What follows belongs to an exercise in optimizing a design on an open flow for small area and few clock cycles; a production flow would make more cautious choices.
At most, simulation tests tie the RTL to the original design; equivalence was not proved.
For runs 1 and 2, only the layout was checked, not whether the RTL still works.
Power and IR drop assume default switching activity.

[flow/flow/run.sh]
#!/bin/bash
# Standard ORFS layout (the standard.sh, unchanged synthesis), except that
# the port buffers are the smallest buffer cell instead of the one buffer_ports
# picks by itself (clkdlybuf4s50_1). Every port still gets its own buffer.
set -euo pipefail
export BUFFER_PORTS_ARGS="-buffer_cell sky130_fd_sc_hd__buf_1"
bash standard.sh > standard.log 2>&1
[flow/standard.sh]
#!/bin/bash
# synth_recipe.tcl (not shown) runs the flow's synth.tcl, then flattens the netlist and writes it again
# the make line also repeats each setting of config.mk as NAME=value (left out here)
make -C /OpenROAD-flow-scripts/flow DESIGN_CONFIG=/design/flow/config.mk WORK_HOME=/design/flow/orfs CLKGATE_MAP_FILE= SYNTH_SCRIPT=/design/flow/synth_recipe.tcl "${@:-finish}"
[flow/config.mk]
export PLATFORM = sky130hd
export DESIGN_NAME = can_codec
export DESIGN_NICKNAME = can_codec
export VERILOG_FILES = /design/flow/design.v
export SDC_FILE = /design/flow/constraint.sdc
export NUM_CORES = 4
export LEC_CHECK = 0
export CAP_MARGIN = 20
export CORE_AREA = 10 10 450 450
export DIE_AREA = 0 0 460 460
export SETUP_SLACK_MARGIN = 0.3
export SLEW_MARGIN = 20
[flow/constraint.sdc]
create_clock -name core_clock -period 6.0 [get_ports {clk}]
set_input_delay 1.2000 -clock core_clock [delete_from_list [all_inputs] [get_ports {clk}]]
set_output_delay 1.2000 -clock core_clock [all_outputs]
set_load 0.01 [all_outputs]
[flow/design.v]
`default_nettype none
module can_enc (
    input  wire         clk,
    input  wire         rst,
    input  wire         in_valid,
    output wire         in_ready,
    input  wire         in_fd,
    input  wire [28:0]  in_id,
    input  wire         in_ext,
    input  wire         in_rtr,
    input  wire         in_fdf,
    input  wire         in_brs,
    input  wire [7:0]   in_len,
    input  wire [511:0] in_data,
    output wire         out_valid,
    input  wire         out_ready,
    output reg  [63:0]  out_word,
    output wire         out_last,
    output wire         out_err
);
    reg       len_ok;
    reg [3:0] dlc;
    reg [2:0] slots;
    always @* begin
        len_ok = 1'b0;
        dlc    = 4'd0;
        slots  = 3'd1;
        if (in_fd) begin
            case (in_len)
                8'd0:  begin len_ok = 1'b1; dlc = 4'd0;  slots = 3'd1; end
                8'd1, 8'd2, 8'd3, 8'd4, 8'd5, 8'd6, 8'd7, 8'd8:
                       begin len_ok = 1'b1; dlc = in_len[3:0]; slots = 3'd2; end
                8'd12: begin len_ok = 1'b1; dlc = 4'd9;  slots = 3'd2; end
                8'd16: begin len_ok = 1'b1; dlc = 4'd10; slots = 3'd2; end
                8'd20: begin len_ok = 1'b1; dlc = 4'd11; slots = 3'd3; end
                8'd24: begin len_ok = 1'b1; dlc = 4'd12; slots = 3'd3; end
                8'd32: begin len_ok = 1'b1; dlc = 4'd13; slots = 3'd3; end
                8'd48: begin len_ok = 1'b1; dlc = 4'd14; slots = 3'd4; end
                8'd64: begin len_ok = 1'b1; dlc = 4'd15; slots = 3'd5; end
                default: ;
            endcase
        end else begin
            len_ok = (in_len <= 8'd8);
            dlc    = in_len[3:0];
            slots  = 3'd1;
        end
    end
    wire [31:0] w0 = {in_ext, in_rtr, 1'b0,
                      in_ext ? in_id : {in_id[10:0], 18'd0}};
    wire [31:0] w1 = {dlc, 2'b00, in_fd & in_fdf, in_fd & in_brs, 24'd0};
    reg  [3:0] cnt;
    wire [3:0] nbeats = len_ok ? {slots, 1'b0} : 4'd1;
    wire       last   = (cnt == nbeats - 4'd1);
    assign out_valid = in_valid;
    assign out_last  = last;
    assign out_err   = ~len_ok;
    assign in_ready  = out_ready & last;
    always @(posedge clk) begin
        if (rst)
            cnt <= 4'd0;
        else if (in_valid && out_ready)
            cnt <= last ? 4'd0 : cnt + 4'd1;
    end
    wire       hsel = len_ok & (cnt == 4'd0);
    wire [7:0] wsel;
    genvar gk, gb;
    generate
        for (gk = 0; gk < 8; gk = gk + 1) begin : g_wsel
            if (gk == 0)
                assign wsel[gk] = len_ok & (in_fd ? (cnt == 4'd2) : (cnt == 4'd1));
            else
                assign wsel[gk] = len_ok & in_fd & (cnt == gk + 2);
        end
    endgenerate
    wire [63:0] hdr = {w0, w1};
    generate
        for (gb = 0; gb < 8; gb = gb + 1) begin : g_byte
            wire [7:0] bsel;
            for (gk = 0; gk < 8; gk = gk + 1) begin : g_bsel
                assign bsel[gk] = wsel[gk] & (8*gk + gb < in_len);
            end
            integer i;
            always @* begin
                out_word[63-8*gb -: 8] = {8{hsel}} & hdr[63-8*gb -: 8];
                for (i = 0; i < 8; i = i + 1)
                    out_word[63-8*gb -: 8] = out_word[63-8*gb -: 8]
                        | ({8{bsel[i]}} & in_data[511-64*i-8*gb -: 8]);
            end
        end
    endgenerate
endmodule
module can_dec (
    input  wire         clk,
    input  wire         rst,
    input  wire         in_valid,
    output wire         in_ready,
    input  wire [63:0]  in_word,
    input  wire         in_fd,
    output wire         out_valid,
    input  wire         out_ready,
    output wire         out_err,
    output reg  [28:0]  out_id,
    output reg          out_ext,
    output reg          out_rtr,
    output reg          out_fdf,
    output reg          out_brs,
    output wire [7:0]   out_len,
    output wire [511:0] out_data,
    output reg  [2:0]   out_status,
    output wire [2:0]   out_slots
);
    wire [31:0] w0 = in_word[63:32];
    wire [31:0] w1 = in_word[31:0];
    reg       fd_r;
    reg [3:0] dlc_r;
    reg [6:0] len;
    reg [2:0] slots;
    always @* begin
        if (fd_r) begin
            case (dlc_r)
                4'd9:    len = 7'd12;
                4'd10:   len = 7'd16;
                4'd11:   len = 7'd20;
                4'd12:   len = 7'd24;
                4'd13:   len = 7'd32;
                4'd14:   len = 7'd48;
                4'd15:   len = 7'd64;
                default: len = {3'd0, dlc_r};
            endcase
            case (dlc_r)
                4'd0:                      slots = 3'd1;
                4'd11, 4'd12, 4'd13:       slots = 3'd3;
                4'd14:                     slots = 3'd4;
                4'd15:                     slots = 3'd5;
                default:                   slots = 3'd2;
            endcase
        end else begin
            len   = {3'd0, dlc_r};
            slots = 3'd1;
        end
    end
    assign out_len   = {1'b0, len};
    assign out_slots = slots;
    assign out_err   = ~fd_r & (dlc_r > 4'd8);
    reg  [3:0] cnt;
    wire       hdr     = (cnt == 4'd0);
    wire       last    = ~hdr & (cnt == {slots, 1'b0} - 4'd1);
    wire       in_fire = in_valid && in_ready;
    reg        res_r;
    wire       is64   = fd_r & (dlc_r == 4'd15);
    wire       direct = last & is64;
    assign out_valid = res_r | (in_valid & direct);
    assign in_ready  = ~(res_r | direct) | out_ready;
    wire [3:0] widx    = fd_r ? cnt - 4'd2 : cnt - 4'd1;    
    wire       is_data = fd_r ? (cnt >= 4'd2) : (cnt == 4'd1);
    reg [63:0] wmask;
    integer k;
    always @* begin
        for (k = 0; k < 8; k = k + 1)
            wmask[63-8*k -: 8] = (is_data && ({widx, 3'd0} + k < len)) ? 8'hff : 8'h00;
    end
    wire [63:0] dword = in_word & wmask;
    always @(posedge clk) begin
        if (rst) begin
            res_r <= 1'b0;
            cnt   <= 4'd0;
        end else begin
            if (res_r && out_ready)
                res_r <= 1'b0;
            if (in_fire) begin
                if (last) begin
                    cnt   <= 4'd0;
                    res_r <= ~is64;
                end else begin
                    cnt <= cnt + 4'd1;
                end
            end
        end
    end
    always @(posedge clk) begin
        if (in_fire && hdr) begin
            fd_r       <= in_fd;
            dlc_r      <= w1[31:28];
            out_ext    <= w0[31];
            out_rtr    <= w0[30];
            out_id     <= w0[31] ? w0[28:0] : {18'd0, w0[28:18]};
            out_fdf    <= in_fd & w1[25];
            out_brs    <= in_fd & w1[24];
            out_status <= w1[2:0];
        end
    end
    reg [447:0] data_r;
    genvar gi;
    generate
        for (gi = 0; gi < 7; gi = gi + 1) begin : g_word
            always @(posedge clk) begin
                if (in_fire && (hdr || (is_data && widx == gi)))
                    data_r[447-64*gi -: 64] <= dword;
            end
        end
    endgenerate
    assign out_data = {data_r, in_word & {64{direct}}};
endmodule
module can_codec (
    input  wire         clk,
    input  wire         rst,
    input  wire         enc_in_valid,
    output wire         enc_in_ready,
    input  wire         enc_in_fd,
    input  wire [28:0]  enc_in_id,
    input  wire         enc_in_ext,
    input  wire         enc_in_rtr,
    input  wire         enc_in_fdf,
    input  wire         enc_in_brs,
    input  wire [7:0]   enc_in_len,
    input  wire [511:0] enc_in_data,
    output wire         enc_out_valid,
    input  wire         enc_out_ready,
    output wire [63:0]  enc_out_word,
    output wire         enc_out_last,
    output wire         enc_out_err,
    input  wire         dec_in_valid,
    output wire         dec_in_ready,
    input  wire [63:0]  dec_in_word,
    input  wire         dec_in_fd,
    output wire         dec_out_valid,
    input  wire         dec_out_ready,
    output wire         dec_out_err,
    output wire [28:0]  dec_out_id,
    output wire         dec_out_ext,
    output wire         dec_out_rtr,
    output wire         dec_out_fdf,
    output wire         dec_out_brs,
    output wire [7:0]   dec_out_len,
    output wire [511:0] dec_out_data,
    output wire [2:0]   dec_out_status,
    output wire [2:0]   dec_out_slots
);
    can_enc u_enc (
        .clk       (clk),
        .rst       (rst),
        .in_valid  (enc_in_valid),
        .in_ready  (enc_in_ready),
        .in_fd     (enc_in_fd),
        .in_id     (enc_in_id),
        .in_ext    (enc_in_ext),
        .in_rtr    (enc_in_rtr),
        .in_fdf    (enc_in_fdf),
        .in_brs    (enc_in_brs),
        .in_len    (enc_in_len),
        .in_data   (enc_in_data),
        .out_valid (enc_out_valid),
        .out_ready (enc_out_ready),
        .out_word  (enc_out_word),
        .out_last  (enc_out_last),
        .out_err   (enc_out_err)
    );
    can_dec u_dec (
        .clk        (clk),
        .rst        (rst),
        .in_valid   (dec_in_valid),
        .in_ready   (dec_in_ready),
        .in_word    (dec_in_word),
        .in_fd      (dec_in_fd),
        .out_valid  (dec_out_valid),
        .out_ready  (dec_out_ready),
        .out_err    (dec_out_err),
        .out_id     (dec_out_id),
        .out_ext    (dec_out_ext),
        .out_rtr    (dec_out_rtr),
        .out_fdf    (dec_out_fdf),
        .out_brs    (dec_out_brs),
        .out_len    (dec_out_len),
        .out_data   (dec_out_data),
        .out_status (dec_out_status),
        .out_slots  (dec_out_slots)
    );
endmodule
`default_nettype wire
==> impl_metrics.json, run 1 <==
{
  "power.density_nw_per_um2": 273.1,
  "drtIter0Drc": 2730,
  "worstSetupStartpoint": "enc_in_len[1]",
  "synth_area_leaders": "edfxtp_1, a222oi_1, and3_1",
  "relSlewSlack_pct": 24.36,
  "yosys_warnings": 2,
  "wl_mm": 170.6,
  "cp_max_fo": 30,
  "drc": 0,
  "drtPass1Iterations": 9,
  "worstPathArrival_ps": 4470,
  "finalCritPeriodShare_pct": 94.57,
  "reg2regPathDepth": 10,
  "status": "no timing/DRC/antenna violations",
  "synth_edf_count": 489,
  "cp-end-kind": "primary output",
  "hold_depth": 2,
  "synth_top_family_by_area": "compound AO/OA/AOI/OAI gates",
  "viasPerCell": 3.802,
  "tightest_slew_ps": 1132,
  "numCtsBuffers": 48,
  "finalWorstSetupSlack_ps": 325.7,
  "rsz0062_at_grt": "yes",
  "htree_levels": 2,
  "synthArstFlopShare_pct": 0,
  "syn-num-nets": 2060,
  "rr_startpoint": "u_dec.dlc_r[2]",
  "grt_max_degree": 66,
  "yosysSeqAreaShare_pct": 70.34,
  "grt_pass1_vias": 20891,
  "synth_compound_area_share_pct": 13.64,
  "place_ws_ps": -174.5,
  "hold_path.class": "flip-flop to flip-flop",
  "synth_xor_area_share_pct": 0.4144,
  "cp.required_ps": 4800,
  "grt_first_pass_wirelength_mm": 213.2,
  "avgRoutedWirePerCell_um": 31.67,
  "synth_top_area_share_pct": 69.48,
  "yosys-top-cells-count": "edfxtp_1, and3_1, nand2_1, a222oi_1, and2_1",
  "ys_ff_latch": 498,
  "io_pins": 1255,
  "max-cap-violations": 0,
  "finalSetupViolCount": 0,
  "crit_end": "enc_out_word[47]",
  "report.final.slew_viol_count": 0,
  "dieHeight_um": 460,
  "rows": 161,
  "dieArea_sq_um": 211600,
  "syn_avg_cell_area_sq_um": 14.90,
  "globalplace.congestion": 1.023,
  "cts_root_buf": "clkbuf_16",
  "syn_area_sq_um": 21130,
  "yosys.area_share.adder_pct": 1.007,
  "r2r-end": "u_dec.data_r[109]",
  "finalClockSkew_ps": 20.52,
  "min_period_ps": 5674,
  "die_w_um": 460,
  "ant_nets": 0,
  "tritoncts": "done",
  "drive_gt1_share_pct": 13.18,
  "max_freq_ghz": 0.1762,
  "cts.clk_slew.worst_paths_ps": 60,
  "vias": 20483,
  "place_hpwl_mm": 146.2,
  "rrSetupSlack_ps": 1280,
  "nets": 3430,
  "start_util_pct": 10.97,
  "critPathKind": "primary input to primary output",
  "p_leak_uw": 0.01065,
  "hold_viol_final": 0,
  "clockBufferDepth": 3,
  "muxShareOfSynthArea_pct": 1.285,
  "synth_cell_type_count": 79,
  "synth_most_common_cell": "edfxtp_1",
  "yosys.area_share.simple_pct": 10.07,
  "core_area_sq_um": 192600,
  "port_buffers": 1253,
  "synthCells": 1418,
  "ys.flop_type": "edfxtp_1",
  "antenna_found_initial": 81,
  "synth_top_cell_by_area": "edfxtp_1",
  "syn_to_final_growth_pct": 53.83,
  "clock_latency_ps": 620,
  "hold_buffers": 0,
  "cts.sinks": 498,
  "grt_overflow": 0,
  "crit_path_start_kind": "primary input",
  "fin_setup_tns_ps": 0,
  "vdd_ir_drop_max_v": 0.0001544,
  "track_usage_pct": 15.03
}
-- cells by family (layout without fill, tap and decap cells) --
| group | count (synthesis) | count (layout) |
|---|---|---|
| other cells | 1 | 41 |
| mux | 25 | 25 |
| fa+ha+maj | 17 | 17 |
| simple gates | 378 | 378 |
| xor+xnor | 10 | 10 |
| flops | 498 | 498 |
| compound gates | 335 | 335 |
| buf+inv | 154 | 1558 |
-- area by class of cell --
type / count / area (sq um)
clock buffer: 57 / 1276
timing repair buffer: 1417 / 6853
clock inverter: 27 / 265.3
multi-input combinational: 766 / 5774
tap: 2526 / 3161
inverter: 57 / 215.2
fill: 21516 / 160100
sequential: 498 / 14860
antenna: 40 / 100.1
-- worst max-delay path, cell delays in order --
cell and delay (ps):
buf_1 90, buf_6 130, buf_4 150, or3_4 390
nand2_4 100, nand2b_1 60, a21o_1 180, and3_4 220
buf_12 170, a222oi_1 830, buf_4 230, and3_1 140
o211ai_1 210, buf_4 230, buf_12 120
-- power breakdown --
| part | internal (uW) | total [uW] | switching, uW |
|---|---|---|---|
| logic | 419 | 1510 | 1090 |
| registers | 4250 | 4360 | 114 |
| clock network | 1660 | 3010 | 1350 |
| total | 6330 | 8880 | 2550 |
-- cells in the final DEF (no fill, tap or decap), drive strengths merged, types with 7 or more instances in the layout --
| cell | netlist | final |
|---|---|---|
| buf | 40 | 1414 |
| edfxtp | 489 | 489 |
| and3 | 95 | 95 |
| nand2 | 82 | 82 |
| a222oi | 79 | 79 |
| and2 | 70 | 70 |
| inv | 57 | 60 |
| clkbuf | 57 | 60 |
| a22oi | 49 | 49 |
| diode | 0 | 40 |
| o21ai | 30 | 30 |
| nand3 | 29 | 29 |
| a221oi | 27 | 27 |
| nor2 | 24 | 24 |
| o211ai | 23 | 23 |
| a21oi | 23 | 23 |
| nor2b | 21 | 21 |
| o2111ai | 19 | 19 |
| clkinv | 0 | 18 |
| mux2 | 17 | 17 |
| nand4 | 17 | 17 |
| ha | 17 | 17 |
| a22o | 16 | 16 |
| dfxtp | 9 | 9 |
| a32oi | 8 | 8 |
| mux2i | 8 | 8 |
| nor3 | 8 | 8 |
| nand2b | 7 | 7 |
-- repair_timing --
item                                    CTS  global route
pin swaps                                 8             7
buffers inserted                         11            12
cloned                                    0             2
endpoints found under the hold margin     0             0
resized for setup                        19            12
endpoints found under the setup margin    7             7
-- worst min path at each step --
stage	to	slack [ps]	start
detailed placement	u_dec.res_r	510	u_dec.res_r
global route	u_dec.res_r	560	u_dec.res_r
finish	u_dec.res_r	520	u_dec.res_r
floorplan	u_dec.res_r	480	u_dec.res_r
global placement	u_dec.res_r	510	u_dec.res_r
CTS	u_dec.res_r	520	u_dec.res_r
-- routing by layer --
layer  vias up  track usage, %  part of all wire [%]
met1     10140           13.97                    31
met4        24           9.461                   7.2
li1       8531               -                     -
met5         -               0                 0.094
met3       325           3.601                   7.6
met2      1463           29.11                    54
-- per-stage QoR --
step / power (uW) / instances / util (%) / instance area [sq um] / hold slack [ps]
after CTS: 9038 / 5334 / 16.73 / 32220 / 524.4
after detailed placement: 5993 / 5239 / 15.85 / 30520 / 510.6
after floorplan: 4944 / 1418 / - / 21140 / 482.3
final: 8879 / 5388 / 16.88 / 32510 / 520.1
after global placement: 5963 / 5236 / 15.81 / 30450 / 507.5
after global routing: 9237 / 5373 / 16.86 / 32470 / 564.0
-- state kept, by name, summed over array words and instances, names as in the netlist --
register / cells
u_dec.cnt: 4
u_dec.data_r: 448
u_dec.dlc_r: 4
u_dec.fd_r: 1
u_dec.out_brs: 1
u_dec.out_ext: 1
u_dec.out_fdf: 1
u_dec.out_id: 29
u_dec.out_rtr: 1
u_dec.out_status: 3
u_dec.res_r: 1
u_enc.cnt: 4
==> run 2: changes to the inputs <==
--- a/flow/config.mk
+++ b/flow/config.mk
@@ -7,6 +7,7 @@
 export LEC_CHECK = 0
-export CAP_MARGIN = 20
+export CAP_MARGIN = 0
 export CORE_AREA = 10 10 450 450
+export CTS_BUF_LIST = sky130_fd_sc_hd__clkbuf_2 sky130_fd_sc_hd__clkbuf_4
 export DIE_AREA = 0 0 460 460
 export SETUP_SLACK_MARGIN = 0.3
-export SLEW_MARGIN = 20
+export SLEW_MARGIN = 0
==> run 2 against run 1 <==
Effect of this change:
- critical endpoint is now enc_out_word[23]
- critical path depth is 3 lower
- synthesized cell count unchanged
- first-iteration DRC count down 13%
- maximum frequency about the same
- still clean on timing, DRC and antenna
- setup slack gained 5.5 ps
- critical path type unchanged
==> impl_metrics.json, run 2 <==
{
  "status": "no timing/DRC/antenna violations",
  "start_util_pct": 10.97,
  "rr_startpoint": "u_dec.dlc_r[1]",
  "critPathBufInv": 5,
  "largest_reg_flops": 448,
  "cts.clk_slew.worst_paths_ps": 60,
  "core_area_sq_um": 192600,
  "ant_nets": 0,
  "crit_path_start_kind": "primary input",
  "antenna_found_initial": 79,
  "max-cap-violations": 0,
  "yosys_warnings": 2,
  "cpLargestDelayFamily": "compound AO/OA/AOI/OAI gates",
  "vdd_ir_drop_max_v": 0.0001023,
  "place_hpwl_mm": 145.8,
  "sw_frac_of_total_pct": 29.49,
  "syn_to_final_growth_pct": 53.31,
  "synth_edf_count": 489,
  "hold_path_startpoint": "u_dec.res_r",
  "rsz0062_at_grt": "yes",
  "rrSetupSlack_ps": 1400,
  "synth_most_common_cell": "edfxtp_1",
  "critPathKind": "primary input to primary output",
  "min_period_ps": 5669,
  "drtIter0Drc": 2367,
  "cts.sinks": 498,
  "finalClockSkew_ps": 86.89,
  "syn-num-nets": 2060,
  "crit_slowest_cell": "a222oi_1",
  "grt_overflow": 0,
  "syn_avg_cell_area_sq_um": 14.90,
  "drc": 0,
  "whs_endpoint": "u_dec.res_r",
  "hold_depth": 2,
  "numCtsBuffers": 118,
  "finalSetupViolCount": 0,
  "cts_root_buf": "clkbuf_4",
  "power_uw": 8745,
  "largest_register": "u_dec.data_r",
  "pwr-share-clk_pct": 33.0,
  "cp-end-kind": "primary output",
  "multi_input_area_sq_um": 5753,
  "seqPwrFrac_pct": 49.8,
  "viasPerCell": 3.783,
  "hold_buffers": 0,
  "relSlewSlack_pct": 22.06,
  "worstPathArrival_ps": 4470,
  "finalCritPeriodShare_pct": 94.48,
  "rows": 161,
  "cp.required_ps": 4800,
  "grt_first_pass_wirelength_mm": 214.6,
  "grt_max_degree": 66,
  "wl_mm": 170.4,
  "layout_commonest_cell": "buf_1",
  "htree_levels": 3,
  "report.final.slew_viol_count": 0,
  "synth_top_cell_by_area": "edfxtp_1",
  "p_leak_uw": 0.01075,
  "largestRegisters": "u_dec.data_r: 448 flops, u_dec.out_id: 29 flops",
  "vias": 20823,
  "cp_max_fo": 17,
  "power.density_nw_per_um2": 269.9,
  "n_fill_cell": 21598,
  "io_pins": 1255,
  "path_cells": "buf_2 -> buf_4 -> or4_1 -> a211o_1 -> nand2_1 -> a2111oi_4 -> a21boi_4 -> buf_12 -> a222oi_1 -> buf_4 -> o2111ai_1 -> buf_12",
  "power.internal_uw": 6166,
  "synthArstFlopShare_pct": 0,
  "max_freq_ghz": 0.1764,
  "max_stage_delay_ps": 630,
  "yosys-top-cells-count": "edfxtp_1, and3_1, nand2_1, a222oi_1, and2_1",
  "grt_pass1_vias": 21604,
  "hold_viol_final": 0,
  "die_w_um": 460,
  "tritoncts": "done",
  "syn_area_sq_um": 21130,
  "tightest_slew_ps": 1165,
  "avgRoutedWirePerCell_um": 30.97,
  "dieArea_sq_um": 211600,
  "ys.flop_type": "edfxtp_1",
  "clock_latency_ps": 1000,
  "final_cell_mix": "buf_1, edfxtp_1, clkbuf_4, buf_4, and3_1",
  "r2r-end": "u_dec.data_r[341]",
  "ys_ff_latch": 498,
  "hold_path.class": "flip-flop to flip-flop",
  "synth_top_area_share_pct": 69.48,
  "post-route-cell-area_sq_um": 32400,
  "power_switching_uw": 2579,
  "yosysSeqAreaShare_pct": 70.34,
  "drtPass1Iterations": 9,
  "track_usage_pct": 15.11,
  "dieHeight_um": 460,
  "reg2regPathDepth": 11,
  "register_area_sq_um": 14860,
  "synth_area_leaders": "edfxtp_1, a222oi_1, and3_1",
  "globalplace.congestion": 1.023,
  "clockBufferDepth": 3,
  "synthCells": 1418,
  "pwr-share-comb_pct": 17.2,
  "drive_gt1_share_pct": 16.25,
  "nets": 3490,
  "port_buffers": 1253,
  "post_dp_cell_area_sq_um": 30450,
  "synth_cell_type_count": 79
}
## run 2: changes by cell type in the layout (fill, tap and decap cells not counted), moves of 3 or more
cell / before / now
buf_4: 153 / 149
buf_6: 8 / 4
clkbuf_1: 6 / 0
clkbuf_16: 50 / 0
clkbuf_4: 0 / 175
clkinv_1: 6 / 16
diode_2: 40 / 43
inv_6: 4 / 1
## run 2: cells by family after synthesis
kind of cell             share of synthesized area, %
other                                         0.01774
multiplexers                                    1.285
AO/OA/AOI/OAI                                   13.64
adder cells (fa/ha/maj)                         1.006
flip-flops                                      70.34
buffers and inverters                           3.239
AND/OR/NAND/NOR                                 10.07
XOR/XNOR                                       0.4144
## run 2: final cells by class
class,count,area share (%)
diodes,43,0.3321
clock buffers,175,4.055
clock inverters,32,0.8110
inverters,57,0.6642
multi-input cells,766,17.76
flip-flops and latches,498,45.88
well taps,2526,9.755
repair buffers,1407,20.75
## run 2: power by group through the flow
stage	combinational [uW]	sequential [uW]	clock (uW)
after global placement	1530	4430	0
after detailed placement	1540	4440	0
after CTS	1570	4360	3010
after floorplan	327	4620	0
after global routing	1610	4380	3180
final	1500	4360	2890
## run 2: metal layers
layer | global-route usage [%] | share of wire (%) | up-vias
met4 | 9.397 | 6.2 | 30
met5 | 0 | 0.12 | -
li1 | - | - | 8731
met2 | 29.15 | 55 | 1409
met3 | 4.076 | 8.0 | 316
met1 | 13.89 | 31 | 10337
## run 2: worst reg2reg max path, delay by kind of cell, from the launching register on
kind                     cells  cell delay [ps]
AO/OA/AOI/OAI                4             1860
adder cells (fa/ha/maj)      1              320
buffers and inverters        2              550
flip-flops                   1              410
multiplexers                 1              330
AND/OR/NAND/NOR              3              720
## run 2: how the worst max path moves through the flow
| stage | startpoint | endpoint | slack [ps] | cells past startpoint |
|---|---|---|---|---|
| 4_1_cts | enc_in_len[2] | enc_out_word[47] | 250 | 13 |
| 3_5_place_dp | enc_in_len[4] | enc_out_word[47] | -110 | 14 |
| 5_1_grt | enc_in_len[3] | enc_out_word[47] | 250 | 14 |
| 2_1_floorplan | u_dec.dlc_r[1] | u_dec.data_r[100] | 10 | 11 |
| 3_3_place_gp | enc_in_len[4] | enc_out_word[47] | -200 | 14 |
| 6_report | enc_in_len[2] | enc_out_word[23] | 330 | 12 |
## run 2: timing repair
item                                    in CTS  in global routing
pin swaps                                    8                  5
buffers inserted                            15                  3
endpoints found under the setup margin      75                  2
resized for setup                           18                  5
## run 2: stage by stage
stage / instances / utilization, % / TNS, ps / hold WS (ps) / setup WS, ps
5_1_grt: 5496 / 16.81 / 0 / 380.2 / 248.7
6_report: 5504 / 16.82 / 0 / 513.6 / 331.2
3_5_place_dp: 5236 / 15.81 / -112.3 / 512.5 / -112.3
2_1_floorplan: 1418 / - / 0 / 482.3 / 10.39
4_1_cts: 5458 / 16.74 / 0 / 321.8 / 254.7
3_3_place_gp: 5236 / 15.81 / -202.5 / 507.5 / -202.5
==> run 3: changes to the inputs <==
--- a/flow/design.v
+++ b/flow/design.v
@@ -63,29 +63,19 @@
     end
-    wire       hsel = len_ok & (cnt == 4'd0);
-    wire [7:0] wsel;
-    genvar gk, gb;
-    generate
-        for (gk = 0; gk < 8; gk = gk + 1) begin : g_wsel
-            if (gk == 0)
-                assign wsel[gk] = len_ok & (in_fd ? (cnt == 4'd2) : (cnt == 4'd1));
-            else
-                assign wsel[gk] = len_ok & in_fd & (cnt == gk + 2);
-        end
-    endgenerate
-    wire [63:0] hdr = {w0, w1};
-    generate
-        for (gb = 0; gb < 8; gb = gb + 1) begin : g_byte
-            wire [7:0] bsel;
-            for (gk = 0; gk < 8; gk = gk + 1) begin : g_bsel
-                assign bsel[gk] = wsel[gk] & (8*gk + gb < in_len);
-            end
-            integer i;
-            always @* begin
-                out_word[63-8*gb -: 8] = {8{hsel}} & hdr[63-8*gb -: 8];
-                for (i = 0; i < 8; i = i + 1)
-                    out_word[63-8*gb -: 8] = out_word[63-8*gb -: 8]
-                        | ({8{bsel[i]}} & in_data[511-64*i-8*gb -: 8]);
-            end
-        end
-    endgenerate
+    wire [2:0]  widx  = in_fd ? cnt[2:0] - 3'd2 : 3'd0;
+    wire [63:0] dword = in_data[511 - 64*widx -: 64];
+    reg [63:0] wmask;
+    integer k;
+    always @* begin
+        for (k = 0; k < 8; k = k + 1)
+            wmask[63-8*k -: 8] = ({1'b0, widx, 3'd0} + k < {1'b0, in_len}) ? 8'hff : 8'h00;
+    end
+    always @* begin
+        out_word = 64'd0;
+        if (len_ok) begin
+            if (cnt == 4'd0)
+                out_word = {w0, w1};
+            else if (!(in_fd && cnt == 4'd1))
+                out_word = dword & wmask;
+        end
+    end
 endmodule
@@ -98,3 +88,3 @@
     input  wire         in_fd,
-    output wire         out_valid,
+    output reg          out_valid,
     input  wire         out_ready,
@@ -107,3 +97,3 @@
     output wire [7:0]   out_len,
-    output wire [511:0] out_data,
+    output reg  [511:0] out_data,
     output reg  [2:0]   out_status,
@@ -148,7 +138,3 @@
     wire       in_fire = in_valid && in_ready;
-    reg        res_r;
-    wire       is64   = fd_r & (dlc_r == 4'd15);
-    wire       direct = last & is64;
-    assign out_valid = res_r | (in_valid & direct);
-    assign in_ready  = ~(res_r | direct) | out_ready;
+    assign in_ready = ~out_valid | out_ready;
     wire [3:0] widx    = fd_r ? cnt - 4'd2 : cnt - 4'd1;    
@@ -164,11 +150,11 @@
         if (rst) begin
-            res_r <= 1'b0;
-            cnt   <= 4'd0;
+            out_valid <= 1'b0;
+            cnt       <= 4'd0;
         end else begin
-            if (res_r && out_ready)
-                res_r <= 1'b0;
+            if (out_valid && out_ready)
+                out_valid <= 1'b0;
             if (in_fire) begin
                 if (last) begin
-                    cnt   <= 4'd0;
-                    res_r <= ~is64;
+                    cnt       <= 4'd0;
+                    out_valid <= 1'b1;
                 end else begin
@@ -191,9 +177,8 @@
     end
-    reg [447:0] data_r;
     genvar gi;
     generate
-        for (gi = 0; gi < 7; gi = gi + 1) begin : g_word
+        for (gi = 0; gi < 8; gi = gi + 1) begin : g_word
             always @(posedge clk) begin
                 if (in_fire && (hdr || (is_data && widx == gi)))
-                    data_r[447-64*gi -: 64] <= dword;
+                    out_data[511-64*gi -: 64] <= dword;
             end
@@ -201,3 +186,2 @@
     endgenerate
-    assign out_data = {data_r, in_word & {64{direct}}};
 endmodule
==> flow/run.sh (new file) <==
#!/bin/bash
# synth_recipe.tcl (not shown) runs the flow's synth.tcl, then flattens the netlist and writes it again
# the make line also repeats each setting of config.mk as NAME=value (left out here)
make -C /OpenROAD-flow-scripts/flow DESIGN_CONFIG=/design/flow/config.mk WORK_HOME=/design/flow/orfs CLKGATE_MAP_FILE= SYNTH_SCRIPT=/design/flow/synth_recipe.tcl finish
--- a/flow/config.mk
+++ b/flow/config.mk
@@ -7,7 +7,6 @@
 export LEC_CHECK = 0
-export CAP_MARGIN = 0
+export CAP_MARGIN = 20
 export CORE_AREA = 10 10 450 450
-export CTS_BUF_LIST = sky130_fd_sc_hd__clkbuf_2 sky130_fd_sc_hd__clkbuf_4
 export DIE_AREA = 0 0 460 460
 export SETUP_SLACK_MARGIN = 0.3
-export SLEW_MARGIN = 0
+export SLEW_MARGIN = 20
removed: flow/flow/run.sh
removed: flow/standard.sh
==> run 3 against run 2 <==
Effect of this change:
- still clean on timing, DRC and antenna
- via count is 3.7% lower
- register-to-register slack better by 160 ps
- clock power is 21% higher
- clock skew is 64 ps lower
- core utilization is 5.1 points higher
- cell count is 0.47% lower
- cell area is 30% higher
- sequential power is 12% higher
- area after synthesis is 13% higher
- synthesized cell count is 13% higher
- setup slack better by 200 ps
- maximum frequency is 3.6% higher
- critical endpoint is now enc_in_ready
- highest routed layer unchanged
==> impl_metrics.json, run 3 <==
{
  "numCtsBuffers": 54,
  "grt_pass1_vias": 20917,
  "hold_viol_final": 0,
  "syn_area_sq_um": 23980,
  "cts_root_buf": "clkbuf_16",
  "synth_compound_area_share_pct": 7.554,
  "max_freq_ghz": 0.1828,
  "synth_area_leaders": "edfxtp_1, mux4_2, mux2i_1",
  "hold_path_startpoint": "u_enc.cnt[2]",
  "finalWorstSetupSlack_ps": 528.9,
  "start_util_pct": 12.45,
  "yosys_warnings": 2,
  "nets": 3549,
  "yosysSeqAreaShare_pct": 69.99,
  "finalSetupViolCount": 0,
  "dieHeight_um": 460,
  "path_cells": "clkdlybuf4s50_1 -> nor3_1 -> and2_1 -> o311ai_2 -> or3_1 -> a211o_2 -> a21oi_4 -> and2_1 -> buf_12",
  "crit_path_frequent_cell": "and2_1",
  "viasPerCell": 3.661,
  "cp-end-kind": "primary output",
  "whs_endpoint": "u_enc.cnt[2]",
  "max-cap-violations": 0,
  "clock_latency_ps": 630,
  "synth_most_common_cell": "edfxtp_1",
  "muxShareOfSynthArea_pct": 9.229,
  "power.density_nw_per_um2": 253.5,
  "synth_cell_type_count": 67,
  "syn-num-nets": 2255,
  "hold_path.class": "flip-flop to flip-flop",
  "finalCritPeriodShare_pct": 91.18,
  "synthCells": 1608,
  "yosys.area_share.adder_pct": 1.148,
  "cp_max_fo": 13,
  "vias": 20054,
  "min_period_ps": 5471,
  "rrSetupSlack_ps": 1560,
  "cts_resized": 5,
  "hold_depth": 2,
  "tritoncts": "done",
  "synth_top_cell_by_area": "edfxtp_1",
  "critPathBufInv": 2,
  "die_w_um": 460,
  "relSlewSlack_pct": 33.36,
  "rr_startpoint": "u_dec.cnt[1]",
  "largest_register": "u_dec.out_data",
  "cp.required_ps": 4800,
  "avgRoutedWirePerCell_um": 28.43,
  "wl_mm": 155.7,
  "yosys.area_share.simple_pct": 9.448,
  "place_ws_ps": 69.43,
  "crit_path_start_kind": "primary input",
  "synth_top_area_share_pct": 69.24,
  "rsz0062_at_grt": "no",
  "tightest_slew_ps": 999.6,
  "critPathKind": "primary input to primary output",
  "drtIter0Drc": 1484,
  "cts.clk_slew.worst_paths_ps": 60,
  "reg2regPathDepth": 12,
  "place_hpwl_mm": 131.1,
  "vdd_ir_drop_max_v": 0.0001528,
  "io_pins": 1255,
  "ant_nets": 0,
  "clockBufferDepth": 3,
  "drc": 0,
  "final_cell_mix": "clkdlybuf4s50_1, edfxtp_1, nand2_1, nor2_1, and2_1",
  "finalClockSkew_ps": 23.32,
  "track_usage_pct": 13.74,
  "layout_commonest_cell": "clkdlybuf4s50_1",
  "synth_xor_area_share_pct": 0.4747,
  "grt_first_pass_wirelength_mm": 198.9,
  "grt_max_degree": 92,
  "largest_reg_flops": 512,
  "crit_slowest_cell": "clkdlybuf4s50_1",
  "core_area_sq_um": 192600,
  "p_leak_uw": 0.01408,
  "yosys-top-cells-count": "edfxtp_1, nand2_1, and2_1, nor2_1, mux2i_1",
  "antenna_found_initial": 52,
  "max_stage_delay_ps": 680,
  "syn_avg_cell_area_sq_um": 14.91,
  "dieArea_sq_um": 211600,
  "synthArstFlopShare_pct": 0,
  "synth_top_family_by_area": "simple AND/OR/NAND/NOR gates",
  "cts_setup_buffers": 0,
  "cpLargestDelayFamily": "simple AND/OR/NAND/NOR gates",
  "status": "no timing/DRC/antenna violations",
  "drive_gt1_share_pct": 10.56,
  "largestRegisters": "u_dec.out_data: 512 flops, u_dec.out_id: 29 flops",
  "grt_overflow": 0,
  "globalplace.congestion": 0.8795,
  "worstSetupStartpoint": "enc_in_len[2]",
  "worstPathArrival_ps": 4270,
  "drtPass1Iterations": 5,
  "htree_levels": 2,
  "port_buffers": 1253,
  "ys_ff_latch": 562,
  "rows": 161,
  "cts.sinks": 562,
  "r2r-end": "u_dec.out_data[330]",
  "power_uw": 10720,
  "report.final.slew_viol_count": 0,
  "syn_to_final_growth_pct": 76.28,
  "synth_edf_count": 553,
  "ys.flop_type": "edfxtp_1",
  "hold_buffers": 0
}
## run 3: cell count changes in the layout (fill, tap and decap cells not counted), moves of 79 or more
cell and delta:
clkdlybuf4s50_1 +1218, buf_1 -1198, clkbuf_4 -175, nand2_1 +93, and3_1 -87, a222oi_1 -79
## run 3: power breakdown
part | internal [uW] | switching [uW]
sequential | 4760 | 112
combinational | 1170 | 1160
clock | 2020 | 1500
total | 7940 | 2770
## run 3: kinds of logic (layout without fill, tap and decap cells)
| family | Yosys count | after routing |
|---|---|---|
| adder cells (fa/ha/maj) | 22 | 22 |
| multiplexers | 154 | 154 |
| AO/OA/AOI/OAI | 263 | 263 |
| flip-flops | 562 | 562 |
| buffers and inverters | 123 | 1461 |
| XOR/XNOR | 13 | 13 |
| other | 1 | 7 |
| AND/OR/NAND/NOR | 470 | 470 |
## run 3: through the flow
step | setup TNS [ps] | utilization, % | cells | hold slack, ps | cell area [sq um]
finish | 0 | 21.95 | 5478 | 659.1 | 42280
detailed placement | 0 | 20.97 | 5371 | 645.4 | 40390
CTS | 0 | 21.93 | 5471 | 652.9 | 42240
global route | 0 | 21.95 | 5475 | 706.2 | 42270
floorplan | -364720 | - | 1608 | 595.1 | 23990
global placement | 0 | 20.97 | 5371 | 633.3 | 40390
## run 3: worst max-delay path by stage
stage                              to  slack, ps  depth (start not counted)
detailed placement   enc_out_word[38]         70                         11
global placement     enc_out_word[38]        110                         11
global route             enc_in_ready        450                          9
floorplan           u_dec.out_data[0]      -1140                          7
CTS                  enc_out_word[35]        300                         11
finish                   enc_in_ready        530                          9
## run 3: worst reg2reg max path, delay by kind of cell, from the launching register on
kind                     cells  cell delay (ps)
AO/OA/AOI/OAI                5             1870
AND/OR/NAND/NOR              3              890
adder cells (fa/ha/maj)      2              620
flip-flops                   1              480
buffers and inverters        1              190
XOR/XNOR                     1              140
## run 3: layer usage
layer  part of all wire, %  track usage [%]  wire, um
met1                    34            13.68     52710
met2                    56            27.67     86750
met3                   7.3            3.412     11300
met4                   3.2            3.800      4926
met5                 0.038                0        59
## run 3: cell type report
type / count / area, sq um
timing repair buffer: 1338 / 13540
fill: 20631 / 150300
antenna: 6 / 15.01
clock buffer: 64 / 1431
tap: 2526 / 3161
multi-input combinational: 923 / 6855
clock inverter: 36 / 397.9
inverter: 23 / 88.84
sequential: 562 / 16790
Testbench counts of run 3, summed over its fixed seeds: cycles 14,450.

## what the ideal ports hide
How much do the figures lean on ideal ports? The routed layouts below were timed once more, with nothing changed but the port constraints.
Step 1 sets driving cells, clkbuf_16 on the clock port and buf_2 on the other inputs (assumed; they add their load-dependent delay and slew).
Step 2 also shifts input and output timing later by t, the mid clock arrival at the registers, as if the neighbouring blocks saw the same clock.
Three values: ideal, step 1, step 2; two values: the first two.
run	t (ns)	slack for setup (ns)	slew at the worst register clock pin (ns)	worst slew at a driven data input, ns	pins driven straight from the clock port
run 1	0.689	0.326 / 0.290 / 0.290	0.07 / 0.07	0.34	1
run 2	1.022	0.331 / 0.306 / 0.306	0.08 / 0.08	0.32	1
run 3	0.703	0.529 / 0.360 / 0.360	0.07 / 0.07	0.34	1
After both steps setup and hold are still met in every run listed. The setup slack of run 3, which loses most, moves by -0.169 ns with the drivers and by -0.169 ns with both steps.
